This design comes from an exercise in tuning for small area, a short achievable clock period and few clock cycles per item on the open sky130 flow, not from production work.
Function was not checked in any run shown here: the RTL went through the layout flow alone.
Power figures rest on the tool's default switching activity, not on a simulated workload.

## flow/design.v (module list and top-level ports; edited modules follow where they fit)
// module sce_line_filter: 239 lines
// module sce_sum_a: 624 lines
// module sce_sum_b: 114 lines
// module sce_div: 255 lines
module sce_line_filter (
    input  wire        clk,
    input  wire        rst,         
    input  wire        start,
    input  wire [15:0] len,         
    input  wire [31:0] radius,      
    input  wire        fp_mode,     
    output wire        idle,
    input  wire        in_valid,
    input  wire [31:0] in_data,
    output wire        in_ready,
    output reg         out_valid,
    output reg  [31:0] out_data,
    input  wire        out_ready
);
  // ...
==> flow/flow/run.sh <==
#!/bin/bash
# Standard layout, except that the port buffers are buf_2 cells (the
# default choice is a slow delay-buffer cell, which sets the I/O paths).
set -euo pipefail
bash standard.sh BUFFER_PORTS_ARGS="-buffer_cell sky130_fd_sc_hd__buf_2" finish > standard.log 2>&1
==> flow/standard.sh <==
#!/bin/bash
# synth_recipe.tcl (not shown) runs the flow's synth.tcl, then flattens the netlist and writes it again
# the make line also repeats each setting of config.mk as NAME=value (left out here)
make -C /OpenROAD-flow-scripts/flow DESIGN_CONFIG=/design/flow/config.mk WORK_HOME=/design/flow/orfs CLKGATE_MAP_FILE= SYNTH_SCRIPT=/design/flow/synth_recipe.tcl "${@:-finish}"
==> flow/config.mk <==
export PLATFORM = sky130hd
export DESIGN_NAME = sce_line_filter
export DESIGN_NICKNAME = sce_line_filter
export VERILOG_FILES = /design/flow/design.v
export SDC_FILE = /design/flow/constraint.sdc
export NUM_CORES = 4
export LEC_CHECK = 0
export CAP_MARGIN = 20
export CORE_MARGIN = 2
export CORE_UTILIZATION = 40
export SLEW_MARGIN = 20
==> flow/constraint.sdc <==
create_clock -name core_clock -period 20.0 [get_ports {clk}]
set_input_delay 4.0000 -clock core_clock [delete_from_list [all_inputs] [get_ports {clk}]]
set_output_delay 4.0000 -clock core_clock [all_outputs]
set_load 0.01 [all_outputs]
==> impl_metrics.ini, run 1 <==
[drt]
ant_nets = 0
drtIter0Drc = 2765
wl_met3_um = 9540
highest_layer = met4

[run_status]
status = complete, no violations

[sta]
skew_ns = 0.0813
layout_min_cycle_time_ns = 5.53
fin_ws_ns = 14.47
fin_crit_sh_pct = 27.6

[setup_path]
reg2reg_depth = 13
critical_path_depth = 1
path_cells = buf_2

[finish]
largest_reg_flops = 512
multi_input_gates = 3034
seq_area_share_pct = 37.9
utilization_pct = 44.3
inverters = 1555
num-nonclk-buffers = 152
n_fill_cell = 16500

[power]
sequentialPower_mw = 3.42
p_total_mw = 14.2
powerComb_mw = 8.63
top_power_group = combinational cells

[place]
numPortBuffers = 120
gp_congestion = 0.898
placed_cell_area_um2 = 76200

[worst_hold_path]
hold_class = reg2reg
min_path_cells = 0

[logic_synthesis]
synth_cell_types = 65
postSynth.asyncResetShare_pct = 0
synth_compound_area_share_pct = 2.36
synth_top_family_by_area = adder cells
syn_inst = 5716
synth_top_area_share_pct = 40.4
ys_seq_elements = 1029
yosys_warnings = 3

[die]
die_area_um2 = 185000
io_pins = 121
num_tap_cells = 2370

[clock_tree]
cts.sinks = 1029
cts_made_buffers = 115
htreeDepth = 3
insertion_delay_ns = 0.78
clkTransAtPathRegs_ns = 0.06

[global_routing]
use_met2_pct = 29.9
==> inputs of run 2 (changes only) <==
==> flow/flow/run.sh (replaced) <==
#!/bin/bash
# Standard layout with two changes:
#  - port buffers are buf_2 cells (the default pick is a slow delay buffer);
#  - after the standard synthesis, polopt.py picks the polarity of each full
#    adder (a full adder inverted on all inputs gives inverted outputs) so as
#    to drop most inverters between adders. Registers are untouched.
set -euo pipefail
ARGS=(BUFFER_PORTS_ARGS="-buffer_cell sky130_fd_sc_hd__buf_2")
bash standard.sh "${ARGS[@]}" synth > synth.log 2>&1
R=orfs/results/${FLOW_PLATFORM:-sky130hd}/sce_line_filter/base
cp $R/1_2_yosys.v synth_standard.v
python3 flow/polopt.py synth_standard.v $R/1_2_yosys.v > polopt.log 2>&1
touch $R/1_2_yosys.v
bash standard.sh "${ARGS[@]}" finish > finish.log 2>&1
==> flow/flow/polopt.py (new file) <==
#!/usr/bin/env python3
"""Remove inverters around full adders in a Yosys-written sky130 netlist.

A full adder is self-dual: inverting its three inputs inverts both outputs.
For every fa cell we may therefore choose to feed it the complements of its
logical inputs, in which case its output nets carry the complements of its
logical outputs. This script chooses those polarities (greedy local search)
to minimise the inverters needed between cells, rewires the loads and drops
inverters left without loads. Registers and every other cell are kept as
they are; only which polarity of a signal feeds a pin changes.

usage: polopt.py IN.v OUT.v
"""
import re
import sys
from collections import defaultdict

OUT_PINS = {"X", "Y", "Q", "Q_N", "SUM", "COUT", "HI", "LO", "GCLK"}
INV_RE = re.compile(r"sky130_fd_sc_hd__(inv|clkinv)_\d+$")
FA_RE = re.compile(r"sky130_fd_sc_hd__fa_\d+$")

def main(src, dst):
    text = open(src).read()
    # one module only
    m = re.search(r"\bmodule\s+(\S+)\s*\(", text)
    body_start = text.index(";", m.end()) + 1
    end = text.rindex("endmodule")
    inst_re = re.compile(r"^\s*(sky130_fd_sc_hd__\w+)\s+(\S+)\s*\((.*?)\);\s*$", re.S | re.M)
    cells = []
    spans = []
    for mm in inst_re.finditer(text, body_start, end):
        typ, name, conns = mm.group(1), mm.group(2), mm.group(3)
        pins = []
        for pm in re.finditer(r"\.(\w+)\(\s*((?:\\\S+\s)|[^()]*?)\s*\)", conns):
            pins.append([pm.group(1), pm.group(2).strip()])
        cells.append({"type": typ, "name": name, "pins": pins})
        spans.append((mm.start(), mm.end()))
    # text outside instances: declarations and assigns
    other = []
    prev = body_start
    for (a, b) in spans:
        other.append(text[prev:a])
        prev = b
    other.append(text[prev:end])
    other_text = "".join(other)
    # nets referenced outside cell instances (ports, assigns) are pinned
    ident_re = re.compile(r"\\\S+\s|[A-Za-z_][A-Za-z0-9_$]*(?:\s*\[\d+\])?")

    driver = {}
    loads = defaultdict(list)
    for ci, c in enumerate(cells):
        for pi, (p, n) in enumerate(c["pins"]):
            if p in OUT_PINS:
                driver[n] = (ci, p)
            else:
                loads[n].append((ci, pi))

    is_inv = [bool(INV_RE.match(c["type"])) for c in cells]
    is_fa = [bool(FA_RE.match(c["type"])) for c in cells]

    def pin(ci, p):
        for q, n in cells[ci]["pins"]:
            if q == p:
                return n
        return None

    # nets used in assigns or as ports: treat as external loads
    assign_nets = set()
    for line in other_text.splitlines():
        s = line.strip()
        if s.startswith("assign"):
            for tok in ident_re.findall(s[6:]):
                assign_nets.add(tok.strip())
    port_names = set()
    for line in other_text.splitlines():
        s = line.strip()
        mm2 = re.match(r"(input|output|inout)\s+(?:\[[^\]]*\]\s*)?(\S+);", s)
        if mm2:
            port_names.add(mm2.group(2))

    def external(n):
        base = re.sub(r"\s*\[\d+\]$", "", n)
        return n in assign_nets or base in assign_nets or base in port_names or n in port_names

    def root(n):
        par = 0
        seen = 0
        while n in driver and is_inv[driver[n][0]] and seen < 50:
            n = pin(driver[n][0], "A")
            par ^= 1
            seen += 1
        return n, par

    # FA output root nets
    fa_of = {}
    for ci, c in enumerate(cells):
        if is_fa[ci]:
            for p in ("SUM", "COUT"):
                n = pin(ci, p)
                fa_of[n] = ci
    # FAs whose outputs reach something external (through inverters) are fixed
    fixed = set()

    # managed loads: (ci, pi, root, parity)
    managed = []
    for ci, c in enumerate(cells):
        if is_inv[ci]:
            continue
        for pi, (p, n) in enumerate(c["pins"]):
            if p in OUT_PINS:
                continue
            r, par = root(n)
            if r in fa_of or is_fa[ci]:
                managed.append((ci, pi, r, par))
    # roots of FA outputs: check every net in their inverter trees for external use
    def tree_nets(r):
        out = [r]
        stack = [r]
        while stack:
            n = stack.pop()
            for (ci, pi) in loads.get(n, []):
                if is_inv[ci]:
                    y = pin(ci, "Y")
                    out.append(y)
                    stack.append(y)
        return out
    for r, f in fa_of.items():
        for n in tree_nets(r):
            if external(n):
                fixed.add(f)
    # inverted versions of non-FA roots that stay for unmanaged loads
    managed_set = set((ci, pi) for (ci, pi, r, par) in managed)
    keep_inv = {}   # root -> existing inverter output net kept anyway
    for n, ls in loads.items():
        pass
    for ci, c in enumerate(cells):
        if not is_inv[ci]:
            continue
        y = pin(ci, "Y")
        r, par = root(y)
        if r in fa_of or par != 1:
            continue
        # does y have an unmanaged load (or external use)?
        unm = external(y) or any((lci, lpi) not in managed_set and not is_inv[lci] for (lci, lpi) in loads.get(y, []))
        if unm:
            keep_inv[r] = y

    flip = [0] * len(cells)
    by_root = defaultdict(list)
    for k, (ci, pi, r, par) in enumerate(managed):
        by_root[r].append(k)
    fa_roots = defaultdict(set)   # fa -> roots it touches
    for k, (ci, pi, r, par) in enumerate(managed):
        if is_fa[ci]:
            fa_roots[ci].add(r)
        if r in fa_of:
            fa_roots[fa_of[r]].add(r)

    def need(k):
        ci, pi, r, par = managed[k]
        v = par
        if r in fa_of:
            v ^= flip[fa_of[r]]
        if is_fa[ci]:
            v ^= flip[ci]
        return v

    def root_cost(r):
        if any(need(k) for k in by_root[r]):
            return 0 if (r not in fa_of and r in keep_inv) else 1
        return 0

    def cost_of(rs):
        return sum(root_cost(r) for r in rs)

    before = sum(root_cost(r) for r in by_root)
    # parity constraints along fa -> fa connections, solved by BFS
    adj = defaultdict(list)
    for k, (ci, pi, r, par) in enumerate(managed):
        if is_fa[ci] and r in fa_of:
            u = fa_of[r]
            adj[u].append((ci, par))
            adj[ci].append((u, par))
    seen = set()
    conflicts = 0
    for s0 in range(len(cells)):
        if not is_fa[s0] or s0 in seen or s0 in fixed:
            continue
        seen.add(s0)
        queue = [s0]
        while queue:
            u = queue.pop()
            for (v, par) in adj[u]:
                want = flip[u] ^ par
                if v in seen:
                    conflicts += flip[v] != want
                    continue
                if v in fixed:
                    continue
                seen.add(v)
                flip[v] = want
                queue.append(v)
    bfs_cost = sum(root_cost(r) for r in by_root)
    # keep the better of the two starting points
    if bfs_cost > before:
        flip = [0] * len(cells)
    improved = True
    it = 0
    while improved and it < 50:
        improved = False
        it += 1
        for f in range(len(cells)):
            if not is_fa[f] or f in fixed:
                continue
            rs = fa_roots[f]
            c0 = cost_of(rs)
            flip[f] ^= 1
            c1 = cost_of(rs)
            if c1 < c0:
                improved = True
            else:
                flip[f] ^= 1
    after = sum(root_cost(r) for r in by_root)
    n_inv_before = sum(is_inv)

    # rewire
    new_inv = {}
    new_cells = []
    cnt = [0]
    def inv_net(r):
        if r in keep_inv and r not in fa_of:
            return keep_inv[r]
        if r not in new_inv:
            cnt[0] += 1
            y = f"polinv_n{cnt[0]}"
            new_inv[r] = y
            new_cells.append({"type": "sky130_fd_sc_hd__inv_1", "name": f"polinv_{cnt[0]}",
                              "pins": [["A", r], ["Y", y]]})
        return new_inv[r]
    for k, (ci, pi, r, par) in enumerate(managed):
        cells[ci]["pins"][pi][1] = inv_net(r) if need(k) else r
    # drop inverters without loads (iterate)
    alive = [True] * len(cells)
    while True:
        used = defaultdict(int)
        for ci, c in enumerate(cells):
            if not alive[ci]:
                continue
            for p, n in c["pins"]:
                if p not in OUT_PINS:
                    used[n] += 1
        for c in new_cells:
            used[c["pins"][0][1]] += 1
        changed = False
        for ci, c in enumerate(cells):
            if alive[ci] and is_inv[ci]:
                y = pin(ci, "Y")
                if used[y] == 0 and not external(y):
                    alive[ci] = False
                    changed = True
        if not changed:
            break
    n_inv_after = sum(1 for ci in range(len(cells)) if alive[ci] and is_inv[ci]) + len(new_cells)

    def emit(c):
        pins = ",\n".join(f"    .{p}({n}{' ' if n.startswith(chr(92)) else ''})" for p, n in c["pins"])
        return f"  {c['type']} {c['name']} (\n{pins}\n  );\n"
    decls = "".join(f"  wire {c['pins'][1][1]};\n" for c in new_cells)
    out = [text[:body_start], other[0], decls]
    for ci, c in enumerate(cells):
        if alive[ci]:
            out.append(emit(c))
        out.append(other[ci + 1] if ci + 1 < len(other) - 1 else "")
    out.append("".join(emit(c) for c in new_cells))
    out.append(other[-1])
    out.append(text[end:])
    open(dst, "w").write("".join(out))
    print(f"polopt: bfs conflicts {conflicts
    print(f"polopt: fa {sum(is_fa)}, fixed {len(fixed)}, flipped {sum(flip)}, "
          f"inverter roots {before} -> {after}, inverters {n_inv_before} -> {n_inv_after}")

if __name__ == "__main__":
    main(sys.argv[1], sys.argv[2])
==> impl_metrics.ini, run 2 <==
[logic_synthesis]
yosys_warnings = 3
synth_area_per_cell_um2 = 13.9
synth_fp_nets = 6599
syn_inst = 5043
synthesis.area_um2 = 70300

[place]
dp_hpwl_um = 130000
numPortBuffers = 120
gp_congestion = 0.908
dp_cells = 7423

[sta]
hold_violations = 0
setup_violations = 0
slew_headroom_pct = 27.8
rsz0062_at_grt = no
tightest_slew_ns = 1.08
layout_min_cycle_time_ns = 5.48
slew_viol_final = 0
skew_ns = 0.0540
max_freq_ghz = 0.182
fin_crit_sh_pct = 27.4
setup_tns_ns = 0

[setup_path]
crit_type = in2reg
r2r_end = out_data[5]
start_kind = primary input
arrival_ns = 6.13
endpoint_kind = flip-flop
crit_start = out_ready
reg2reg_slack_ns = 14.99
critPathMaxFanout = 36
reg2reg_from = rb[52]
worstPathRequired_ns = 20.64
reg2reg_depth = 13

[drt]
via_per_inst = 4.88
wl_met3_um = 13500
wl_met2_um = 67400
wl_per_cell_um = 21.7
m1WireLength_um = 82400
via_count = 37300
ant_nets = 0
highest_layer = met5
drtIter0Drc = 3098
route.detailed.drc = 0
drtPass1Iterations = 5
wirelength_um = 166000

[finish]
final_nets = 6770
layout_commonest_cell = fa_1
n_fill_cell = 15800
regMostFlops = w
largest_reg_flops = 512
drive_gt1_share_pct = 7.30
final-instance-count-excl-fill = 7640
top_regs = w x512, ra x244, rb x68
final_cell_mix = fa_1, edfxtp_1, inv_1
syn_to_final_growth_pct = 10.2

[global_routing]
grt_use_total_pct = 18.8
grt-ovfl-total = 0
antenna_found_initial = 5
grt_max_degree = 155
grt_pass1_wl_um = 252000
grt_pass1_vias = 40200

[clock_tree]
clockBufferDepth = 3
cts_tree = done
cts_made_buffers = 113
cts.sinks = 1029
clkTransAtPathRegs_ns = 0.06
insertion_delay_ns = 0.75
cts-root-buf = clkbuf_16
htreeDepth = 3
post_cts_buffers = 0
cts_hold_buf = 0
ctsResizeCount = 0

[die]
rows = 153
die_w_um = 423
coreArea_um2 = 174000
die_area_um2 = 179000
initial_core_util_pct = 40.3
chipHeight_um = 423
io_pins = 121

[worst_hold_path]
min_path_cells = 0
hold_end = wfs[5]
worstHoldStart = wfs[4]
hold_class = reg2reg

[power]
leakage_nw = 31.3
power.density_nw_per_um2 = 179
p_total_mw = 13.9
max-vdd-ir-drop_uv = 173

[run_status]
status = complete, no violations

[flow_run]
maxCapViolCount = 0
-- run 2: where the power goes --
| group | switching [mW] | internal, mW |
|---|---|---|
| logic | 4.67 | 3.79 |
| registers | 0.239 | 3.10 |
| clock network | 0.897 | 1.21 |
| total | 5.80 | 8.09 |
-- run 2: area by class of cell --
cell class                 instances  area (um^2)  area share (%)
clock inverter                    64          678           0.876
sequential                      1029        30400            39.3
timing repair buffer             154          878            1.13
clock buffer                     149         3070            3.96
antenna                            3         7.51         0.00969
multi-input combinational       3034        36200            46.7
inverter                         882         3330            4.31
tap                             2325         2910            3.76
-- run 2: critical path, cell delays in order --
cell	delay (ns)
buf_2	0.13
nor2b_1	0.64
inv_2	0.66
o22ai_1	0.30
a22oi_1	0.19
o21a_1	0.20
-- run 2: through the flow --
step / worst slack, ns / hold WS (ns) / util, % / instance area [um^2]
2_1_floorplan: 2.97 / 0.400 / - / 70300
3_3_place_gp: 13.72 / 0.402 / 42.3 / 73700
3_5_place_dp: 13.68 / 0.406 / 42.3 / 73700
4_1_cts: 14.50 / 0.417 / 44.4 / 77400
5_1_grt: 14.22 / 0.422 / 44.5 / 77400
6_report: 14.52 / 0.417 / 44.5 / 77400
-- run 2: per-layer routing --
metal / global-route usage [%] / up-vias
met3: 4.53 / 141
li1: - / 16500
met1: 30.0 / 19500
met5: 0 / -
met2: 26.1 / 1161
met4: 3.55 / 4
-- run 2: how the worst max path moves through the flow --
stage	to	slack, ns	cells after the start
global route	rdy	14.22	6
floorplan	wf[2]	2.97	9
detailed placement	rdy	13.68	6
global placement	rdy	13.72	6
CTS	rdy	14.50	6
finish	rdy	14.52	6

static timing again, ports no longer ideal:
The results above use ideal ports. As a check the final layouts listed here were re-extracted and re-timed, cells and wires unchanged. Step 1 (the two cells are an assumption about what drives the block):
set clk [get_ports {clk}]
set_driving_cell -lib_cell sky130_fd_sc_hd__clkbuf_16 $clk
set_driving_cell -lib_cell sky130_fd_sc_hd__buf_2 [delete_from_list [all_inputs] $clk]
Step 2 times the ports against the registers' clock, not the clock port: input delays grow and output delays shrink by t, the midpoint of the rising clock arrivals with the driver on. Slacks: ideal ports / drivers / drivers and shift; pairs: ideal ports / drivers.
run | t (ns) | setup WS [ns] | hold WS [ns]
run 1 | 0.826 | 14.473 / 14.389 / 13.648 | 0.405 / 0.405 / 0.405
run 2 | 0.814 | 14.517 / 14.544 / 13.769 | 0.417 / 0.417 / 0.417
After both steps every run listed still meets setup and hold. The setup slack of run 1, which loses most, moves by -0.084 ns with the drivers and by -0.825 ns with both steps.
